This design comes from an exercise in tuning for small area, a short achievable clock period and few clock cycles per item on the open sky130 flow, not from production work.
Only simulation tests tie the RTL to the original design; equivalence was not proved.
Power and IR drop assume default switching activity.

--- config.mk ---
export PLATFORM = sky130hd
export DESIGN_NAME = tdal3_core
export DESIGN_NICKNAME = tdal3_core
export VERILOG_FILES = /design/flow/design.v
export SDC_FILE = /design/flow/constraint.sdc
export NUM_CORES = 4
export LEC_CHECK = 0
export CAP_MARGIN = 20
export CORE_MARGIN = 2
export CORE_UTILIZATION = 40
export SLEW_MARGIN = 20
--- constraint.sdc ---
create_clock -name core_clock -period 8.0 [get_ports {clk}]
set_input_delay 1.6000 -clock core_clock [delete_from_list [all_inputs] [get_ports {clk}]]
set_output_delay 1.6000 -clock core_clock [all_outputs]
set_load 0.01 [all_outputs]
--- design.v ---
module tdal3_core #(
    parameter [15:0] RESET_PC        = 16'h3000,
    parameter [15:0] RESET_SP_ACTIVE = 16'hFE00,
    parameter [15:0] RESET_SP_SAVED  = 16'h3000,
    parameter [2:0]  RESET_NZP       = 3'b010,      
    parameter [15:0] RESET_PSR       = 16'h0002,
    parameter [15:0] HALT_PC         = 16'hFFFF
) (
    input  wire        clk,
    input  wire        rst,
    output reg         mem_req,
    output reg         mem_we,
    output reg  [15:0] mem_addr,
    output reg  [15:0] mem_wdata,
    input  wire        mem_ready,
    input  wire [15:0] mem_rdata,
    input  wire        irq,
    input  wire [15:0] irq_vector,
    output reg         commit_valid,
    output reg         commit_irq,
    output reg         commit_unrec,
    output reg  [15:0] commit_pc,
    output reg  [15:0] commit_next_pc,
    output reg         commit_reg_we,
    output reg  [2:0]  commit_reg_idx,
    output reg  [15:0] commit_reg_data,
    output reg  [2:0]  commit_nzp,
    output reg         commit_rd_valid,
    output reg  [15:0] commit_rd,
    output wire        halted,
    output wire        fault
);
    localparam [3:0] OP_BR   = 4'h0, OP_ADD = 4'h1, OP_LD  = 4'h2, OP_ST  = 4'h3,
                     OP_JSR  = 4'h4, OP_AND = 4'h5, OP_LDR = 4'h6, OP_STR = 4'h7,
                     OP_RTI  = 4'h8, OP_NOT = 4'h9, OP_LDI = 4'hA, OP_STI = 4'hB,
                     OP_JMP  = 4'hC, OP_RES = 4'hD, OP_LEA = 4'hE, OP_TRAP = 4'hF;
    localparam [3:0] S_BOUND   = 4'd0,    
                     S_FETCHW  = 4'd1,    
                     S_EXEC    = 4'd2,    
                     S_RD1     = 4'd3,    
                     S_RD1W    = 4'd4,    
                     S_RD2     = 4'd5,    
                     S_RD2W    = 4'd6,    
                     S_WR      = 4'd7,    
                     S_IRQ_W1  = 4'd8,    
                     S_IRQ_W2  = 4'd9,    
                     S_IRQ_RD  = 4'd10,   
                     S_IRQ_RDW = 4'd11,   
                     S_HALT    = 4'd12,
                     S_FAULT   = 4'd13;
    reg [3:0]  state;
    reg [15:0] regs [0:7];
    reg [15:0] pc;
    reg [2:0]  nzp;
    reg [15:0] psr;
    reg [15:0] ssp_saved;
    reg [15:0] ir;
    reg [15:0] mar;       
    reg [15:0] tmp;       
    reg [15:0] vec;       
    assign halted = (state == S_HALT);
    assign fault  = (state == S_FAULT);
    wire [3:0]  opc   = ir[15:12];
    wire [2:0]  f_dr  = ir[11:9];
    wire [2:0]  f_sr1 = ir[8:6];
    wire [2:0]  f_sr2 = ir[2:0];
    wire [15:0] sext5  = {{11{ir[4]}},  ir[4:0]};
    wire [15:0] sext6  = {{10{ir[5]}},  ir[5:0]};
    wire [15:0] sext9  = {{7{ir[8]}},   ir[8:0]};
    wire [15:0] sext11 = {{5{ir[10]}},  ir[10:0]};
    wire [15:0] pc_inc  = pc + 16'd1;           
    wire [15:0] rv_dr   = regs[f_dr];
    wire [15:0] rv_sr1  = regs[f_sr1];
    wire [15:0] rv_sr2  = regs[f_sr2];
    wire [15:0] rv_sp   = regs[6];
    wire [15:0] alu_b   = ir[5] ? sext5 : rv_sr2;
    wire [15:0] pc_rel9 = pc_inc + sext9;
    wire [15:0] pc_rel11= pc_inc + sext11;
    wire [15:0] base6   = rv_sr1 + sext6;
    wire        br_take = (ir[11] & nzp[2]) | (ir[10] & nzp[1]) | (ir[9] & nzp[0]);
    function [2:0] cc;
        input [15:0] v;
        begin
            if (v == 16'h0000)  cc = 3'b010;
            else if (v[15])     cc = 3'b100;
            else                cc = 3'b001;
        end
    endfunction
    integer i;
    always @(posedge clk) begin
        if (rst) begin
            state        <= S_BOUND;
            pc           <= RESET_PC;
            for (i = 0; i < 8; i = i + 1)
                regs[i]  <= 16'h0000;
            regs[6]      <= RESET_SP_ACTIVE;
            ssp_saved    <= RESET_SP_SAVED;
            nzp          <= RESET_NZP;
            psr          <= RESET_PSR;
            ir           <= 16'h0000;
            mar          <= 16'h0000;
            tmp          <= 16'h0000;
            vec          <= 16'h0000;
            mem_req      <= 1'b0;
            mem_we       <= 1'b0;
            mem_addr     <= 16'h0000;
            mem_wdata    <= 16'h0000;
            commit_valid    <= 1'b0;
            commit_irq      <= 1'b0;
            commit_unrec    <= 1'b0;
            commit_pc       <= 16'h0000;
            commit_next_pc  <= 16'h0000;
            commit_reg_we   <= 1'b0;
            commit_reg_idx  <= 3'd0;
            commit_reg_data <= 16'h0000;
            commit_nzp      <= 3'b000;
            commit_rd_valid <= 1'b0;
            commit_rd       <= 16'h0000;
        end else begin
            commit_valid <= 1'b0;
            case (state)
            S_BOUND, S_HALT, S_FAULT: begin
                if (irq) begin
                    vec       <= irq_vector;
                    ssp_saved <= regs[6];
                    regs[6]   <= ssp_saved - 16'd2;
                    mem_req   <= 1'b1;
                    mem_we    <= 1'b1;
                    mem_addr  <= ssp_saved - 16'd2;
                    mem_wdata <= pc;
                    state     <= S_IRQ_W1;
                end else if (state == S_BOUND) begin
                    if (pc == HALT_PC) begin
                        state <= S_HALT;
                    end else begin
                        mem_req  <= 1'b1;
                        mem_we   <= 1'b0;
                        mem_addr <= pc;
                        state    <= S_FETCHW;
                    end
                end
            end
            S_FETCHW: begin
                if (mem_req) begin
                    if (mem_ready) mem_req <= 1'b0;
                end else begin
                    ir    <= mem_rdata;
                    state <= S_EXEC;
                end
            end
            S_EXEC: begin
                commit_pc       <= pc;
                commit_irq      <= 1'b0;
                commit_unrec    <= 1'b0;
                commit_reg_we   <= 1'b0;
                commit_reg_idx  <= f_dr;
                commit_reg_data <= 16'h0000;
                commit_rd_valid <= 1'b0;
                commit_rd       <= 16'h0000;
                commit_nzp      <= nzp;
                commit_next_pc  <= pc_inc;
                case (opc)
                OP_ADD, OP_AND, OP_NOT, OP_LEA: begin : alu
                    reg [15:0] r;
                    case (opc)
                        OP_ADD:  r = rv_sr1 + alu_b;
                        OP_AND:  r = rv_sr1 & alu_b;
                        OP_NOT:  r = ~rv_sr1;
                        default: r = pc_rel9;
                    endcase
                    regs[f_dr]      <= r;
                    nzp             <= cc(r);
                    pc              <= pc_inc;
                    commit_valid    <= 1'b1;
                    commit_reg_we   <= 1'b1;
                    commit_reg_data <= r;
                    commit_nzp      <= cc(r);
                    state           <= S_BOUND;
                end
                OP_BR: begin
                    pc             <= br_take ? pc_rel9 : pc_inc;
                    commit_next_pc <= br_take ? pc_rel9 : pc_inc;
                    commit_valid   <= 1'b1;
                    state          <= S_BOUND;
                end
                OP_JMP: begin
                    pc             <= rv_sr1;
                    commit_next_pc <= rv_sr1;
                    commit_valid   <= 1'b1;
                    state          <= S_BOUND;
                end
                OP_JSR: begin : jsr
                    reg [15:0] t;
                    if (ir[11])            t = pc_rel11;
                    else if (f_sr1 == 3'd7) t = pc_inc;
                    else                   t = rv_sr1;
                    regs[7]         <= pc_inc;
                    pc              <= t;
                    commit_next_pc  <= t;
                    commit_reg_we   <= 1'b1;
                    commit_reg_idx  <= 3'd7;
                    commit_reg_data <= pc_inc;
                    commit_valid    <= 1'b1;
                    state           <= S_BOUND;
                end
                OP_LD, OP_LDI, OP_STI: begin
                    mar   <= pc_rel9;
                    state <= S_RD1;
                end
                OP_LDR: begin
                    mar   <= base6;
                    state <= S_RD1;
                end
                OP_TRAP: begin
                    mar   <= {8'h00, ir[7:0]};
                    state <= S_RD1;
                end
                OP_RTI: begin
                    mar   <= rv_sp;
                    state <= S_RD1;
                end
                OP_ST: begin
                    mar   <= pc_rel9;
                    state <= S_WR;
                end
                OP_STR: begin
                    mar   <= base6;
                    state <= S_WR;
                end
                default: begin  
                    commit_unrec <= 1'b1;
                    commit_next_pc <= pc;
                    commit_valid <= 1'b1;
                    state        <= S_FAULT;
                end
                endcase
            end
            S_RD1: begin
                mem_req  <= 1'b1;
                mem_we   <= 1'b0;
                mem_addr <= mar;
                state    <= S_RD1W;
            end
            S_RD1W: begin
                if (mem_req) begin
                    if (mem_ready) mem_req <= 1'b0;
                end else begin
                    tmp <= mem_rdata;
                    case (opc)
                    OP_LD, OP_LDR: begin
                        regs[f_dr]      <= mem_rdata;
                        nzp             <= cc(mem_rdata);
                        pc              <= pc_inc;
                        commit_reg_we   <= 1'b1;
                        commit_reg_data <= mem_rdata;
                        commit_nzp      <= cc(mem_rdata);
                        commit_rd_valid <= 1'b1;
                        commit_rd       <= mar;
                        commit_valid    <= 1'b1;
                        state           <= S_BOUND;
                    end
                    OP_TRAP: begin
                        regs[7]         <= pc_inc;
                        pc              <= mem_rdata;
                        commit_next_pc  <= mem_rdata;
                        commit_reg_we   <= 1'b1;
                        commit_reg_idx  <= 3'd7;
                        commit_reg_data <= pc_inc;
                        commit_valid    <= 1'b1;
                        state           <= S_BOUND;
                    end
                    OP_RTI: begin
                        mar   <= mar + 16'd1;
                        state <= S_RD2;
                    end
                    OP_LDI: begin
                        mar   <= mem_rdata;
                        state <= S_RD2;
                    end
                    default: begin  
                        mar   <= mem_rdata;
                        state <= S_WR;
                    end
                    endcase
                end
            end
            S_RD2: begin
                mem_req  <= 1'b1;
                mem_we   <= 1'b0;
                mem_addr <= mar;
                state    <= S_RD2W;
            end
            S_RD2W: begin
                if (mem_req) begin
                    if (mem_ready) mem_req <= 1'b0;
                end else begin
                    if (opc == OP_RTI) begin
                        psr             <= mem_rdata;
                        regs[6]         <= mar + 16'd1;
                        pc              <= tmp;
                        commit_next_pc  <= tmp;
                        commit_reg_we   <= 1'b1;
                        commit_reg_idx  <= 3'd6;
                        commit_reg_data <= mar + 16'd1;
                    end else begin  
                        regs[f_dr]      <= mem_rdata;
                        nzp             <= cc(mem_rdata);
                        pc              <= pc_inc;
                        commit_reg_we   <= 1'b1;
                        commit_reg_data <= mem_rdata;
                        commit_nzp      <= cc(mem_rdata);
                        commit_rd_valid <= 1'b1;
                        commit_rd       <= mar;
                    end
                    commit_valid <= 1'b1;
                    state        <= S_BOUND;
                end
            end
            S_WR: begin
                if (!mem_req) begin
                    mem_req   <= 1'b1;
                    mem_we    <= 1'b1;
                    mem_addr  <= mar;
                    mem_wdata <= rv_dr;
                end else if (mem_ready) begin
                    mem_req      <= 1'b0;
                    mem_we       <= 1'b0;
                    pc           <= pc_inc;
                    commit_valid <= 1'b1;
                    state        <= S_BOUND;
                end
            end
            S_IRQ_W1: begin
                if (mem_ready) begin
                    mem_addr  <= mem_addr + 16'd1;
                    mem_wdata <= psr;
                    state     <= S_IRQ_W2;
                end
            end
            S_IRQ_W2: begin
                if (mem_ready) begin
                    mem_we   <= 1'b0;
                    mem_addr <= vec;
                    state    <= S_IRQ_RDW;
                end
            end
            S_IRQ_RDW: begin
                if (mem_req) begin
                    if (mem_ready) mem_req <= 1'b0;
                end else begin
                    commit_pc       <= pc;
                    commit_next_pc  <= mem_rdata;
                    commit_irq      <= 1'b1;
                    commit_unrec    <= 1'b0;
                    commit_reg_we   <= 1'b1;
                    commit_reg_idx  <= 3'd6;
                    commit_reg_data <= regs[6];
                    commit_nzp      <= nzp;
                    commit_rd_valid <= 1'b0;
                    commit_rd       <= 16'h0000;
                    commit_valid    <= 1'b1;
                    pc              <= mem_rdata;
                    state           <= S_BOUND;
                end
            end
            default: state <= S_BOUND;
            endcase
        end
    end
endmodule
--- run.sh ---
#!/bin/bash
# synth_recipe.tcl (not shown) runs the flow's synth.tcl, then flattens the netlist and writes it again
# the make line also repeats each setting of config.mk as NAME=value (left out here)
make -C /OpenROAD-flow-scripts/flow DESIGN_CONFIG=/design/flow/config.mk WORK_HOME=/design/flow/orfs CLKGATE_MAP_FILE= SYNTH_SCRIPT=/design/flow/synth_recipe.tcl finish
==> run notes <==
[how the worst max path moves through the flow]
stage,startpoint,endpoint,slack (ns),cells after the start
after CTS,flop,regs[7][14]$_DFFE_PP_,1.82,14
after detailed placement,flop,regs[7][14]$_DFFE_PP_,1.87,14
after global placement,flop,regs[7][14]$_DFFE_PP_,1.96,14
after floorplan,flop,regs[7][14]$_DFFE_PP_,3.12,16
final,flop,regs[7][14]$_DFFE_PP_,1.70,14
after global routing,flop,regs[7][14]$_DFFE_PP_,1.50,14
[layout make-up]
class	count	area [µm²]
clock inverters	21	185
fillers	5956	32400
multi-input cells	2250	14900
flip-flops and latches	365	8590
inverters	57	214
well taps	782	978
repair buffers	235	2140
clock buffers	55	1210
diodes	2	5.00
[through the flow]
stage | hold WS, ns | cells | util
floorplan | 0.436 | 2907 | -
global placement | 0.442 | 3687 | 0.442
detailed placement | 0.448 | 3688 | 0.442
CTS | 0.456 | 3764 | 0.465
global route | 0.467 | 3765 | 0.466
finish | 0.452 | 3767 | 0.466
[flip-flops by register name (all words and copies together) (netlist names), 3 cells and up, named ones only]
| register | cells |
|---|---|
| pc | 16 |
| ir | 16 |
| commit_reg_data | 16 |
| state | 4 |
| mar | 16 |
| commit_reg_idx | 3 |
| psr | 16 |
| mem_addr | 16 |
| nzp | 3 |
| tmp | 16 |
| ssp_saved | 16 |
| mem_wdata | 16 |
| regs | 128 |
| vec | 16 |
| commit_pc | 16 |
| commit_rd | 16 |
| commit_next_pc | 16 |
| commit_nzp | 3 |
[cells in the final DEF (no fill, tap or decap), types with 44 or more instances in the layout]
cell type / instances
nand2_1: 404
nor2_1: 333
a21oi_1: 294
dfxtp_1: 233
o21ai_0: 184
clkdlybuf4s50_1: 145
edfxtp_1: 128
mux4_2: 96
buf_4: 87
nand3_1: 76
mux2i_1: 64
a221oi_1: 62
ha_1: 56
inv_1: 55
xnor2_1: 48
nor3_1: 44
clkbuf_16: 44
[worst max-delay path: stages (launching register included)]
cell and delay, ns:
dfxtp_2 0.72, buf_4 0.42, mux4_2 0.55, mux2i_1 0.64, inv_1 0.18, ha_1 0.31, a211o_1 0.36, a2111oi_4 0.40
o311ai_0 0.19, a21oi_1 0.20, mux2_2 0.40, o32ai_1 0.73, nor2_1 0.09, a21oi_1 0.64, o22ai_1 0.16
[cell usage after synthesis (15+ instances only)]
cell	instances
a211oi_1	39
a21o_1	16
a21oi_1	294
a221oi_1	63
a222oi_1	18
a22oi_1	30
a31oi_1	25
and2_1	16
and3_1	19
buf_1	19
buf_2	15
clkbuf_1	197
dfxtp_1	237
edfxtp_1	128
ha_1	56
inv_1	55
mux2i_1	66
mux4_2	96
nand2_1	404
nand2b_1	26
nand3_1	76
nand4_1	19
nor2_1	335
nor2b_1	17
nor3_1	46
o211ai_1	33
o21ai_0	187
o221ai_1	26
o22ai_1	34
or3_1	15
xnor2_1	49
xor2_1	30
[logic make-up after synthesis]
group / count (synthesis)
xor gates and xnor gates: 79
AOI/OAI and AO/OA: 909
and+or+nand+nor: 1034
adders and majority gates: 59
muxes: 169
buffers and inverters: 292
DFF: 365
[per-layer routing]
metal / GRT usage / wire (µm) / vias to the layer above
met4: 0.221 / 8440 / 6
li1: - / - / 10960
met5: 0 / 85 / -
met3: 0.109 / 16100 / 399
met1: 0.504 / 47800 / 12669
met2: 0.553 / 52000 / 1991
[power breakdown]
part | total (µW) | internal, µW | switching, µW | leakage (µW)
combinational | 5400 | 1770 | 3630 | 0.00588
clock | 1990 | 1130 | 854 | 0.000679
sequential | 2810 | 2270 | 543 | 0.00325
==> run notes <==
status no timing/DRC/antenna violations; Finish-stage setup viols 0; drt drc 0; Setup Skew 0.0210 ns; total core area 0.0606 mm²; Slew Limit Headroom 0.147; mux share of post-synthesis cell area 0.118; initial core utilization 0.405; vias in the first global route 24.0k; fmax 159 MHz; CTS tree built; r2r worst-path depth 14; VDD IR-drop max 0.223 mV; CTS root buf clkbuf_16; initial antenna violation count 5; first-pass GRT wire length 174000 µm; CTS Buf Count 43; input/output buffers 146; CTS max path bufs 3; Final Power 10200 µW; CP Max Fanout 17; total global routing overflow 0; Tightest Pin Transition 1.27 ns; power per cell area 361 mW/mm²; post-layout min period 6.30 ns; row cnt 90; MaxCap Viol Count 0; share of the synthesized area in the top cell type 0.193; Iter 0 DRT Violations 3713; number of distinct library cells after synthesis 92; Setup CP Type reg2reg; Hold EP commit_pc[12]$_SDFFE_PP0P_; Compound-Gate Fraction of Synth Area 0.241; Die W 252 µm; WL/cell 33.0 µm; share of cells above drive strength 1 0.105; final period utilization 0.788; Ys Warns 1; max-slew violations 0; Sink Count 365; num ports 147; number of nets in the layout 3047; Pleak 0.00981 µW; Worst Path Arrival 6.60 ns; post-synthesis sequential area ratio 0.350; vias per std cell 6.91; area share of and/or/nand/nor cells after synthesis 0.186; worst hold path stage count 2; WP data required 8.29 ns; FF+latch count, synth 365; setup ws final 1.70 ns; synthesized area 0.0246 mm²; Clock Latency Late Sink 0.60 ns; Post-CTS Resized 0; largest net degree at the start of global routing 94; Final ANT Viol Nets 0; DP Area 0.0268 mm²; worst hold path type reg2reg; total global-route track usage 0.381; unrepaired setup endpoints after global routing no; area growth from synthesis to layout 14.9%; Cells after Synth 2907; Synth Area in XOR/XNOR 0.0282; DP Wirelength 89900 µm; largest family of logic cells by synthesized area compound AO/OA/AOI/OAI gates; DIE HEIGHT 252 µm; R2R Setup Slk 1.70 ns; pre-CTS setup slack 1.87 ns; mean post-synth cell area 8.45 µm²; adder-cell area share of the yosys netlist 0.0310; Hold Path Origin commit_pc[12]$_SDFFE_PP0P_; Routed Wire Length 124000 µm; drt pass-1 iters 9; post-route cell area 0.0282 mm²; synth top area cells dfxtp_1, edfxtp_1, mux4_2; Critical Path End Type flop; CTS hold repair buffers 0; Syn Nets 3002; Worst setup SP type flop; asr flop ratio synth 0; cell accounting for the most synthesized area dfxtp_1; DIE AREA 0.0634 mm²; Post-CTS Repair Setup Buffers 0; Clock Pin Slew Worst Setup and Hold Paths 0.06 ns; setup tns final 0 ns; global placement routability congestion 1.04; Via Count 26.0k; H-tree levels 2; Top FF cell, synth dfxtp_1; Post-synth EDFFs 128; count of final hold-check violations 0; Critical R2R Capture regs[7][14]$_DFFE_PP_
Testbench counts, summed over its fixed seeds: cycles 218,185, instrs 47,263.

-- static timing again, ports no longer ideal --
Ports are ideal in the flow. The routed layout listed here was re-timed in OpenROAD.
Step 1: set_driving_cell puts a clkbuf_16 on clk and a buf_2 on each other input, an assumption about the parent block.
Step 2 also shifts input and output timing later by t, the mid clock arrival at the registers, as if the neighbouring blocks saw the same clock.
Slacks: ideal ports / drivers / drivers and shift; pairs: ideal ports / drivers.
shift t [ns]: 0.647
setup slack, ns: 1.696 / 1.696 / 1.696
clock arrival spread, ns: 0.021 / 0.021
cell pins on the clock port's net: 1
After both steps setup and hold are still met in this run. The setup slack of this run moves by 0.000 ns with the drivers and by 0.000 ns with both steps.
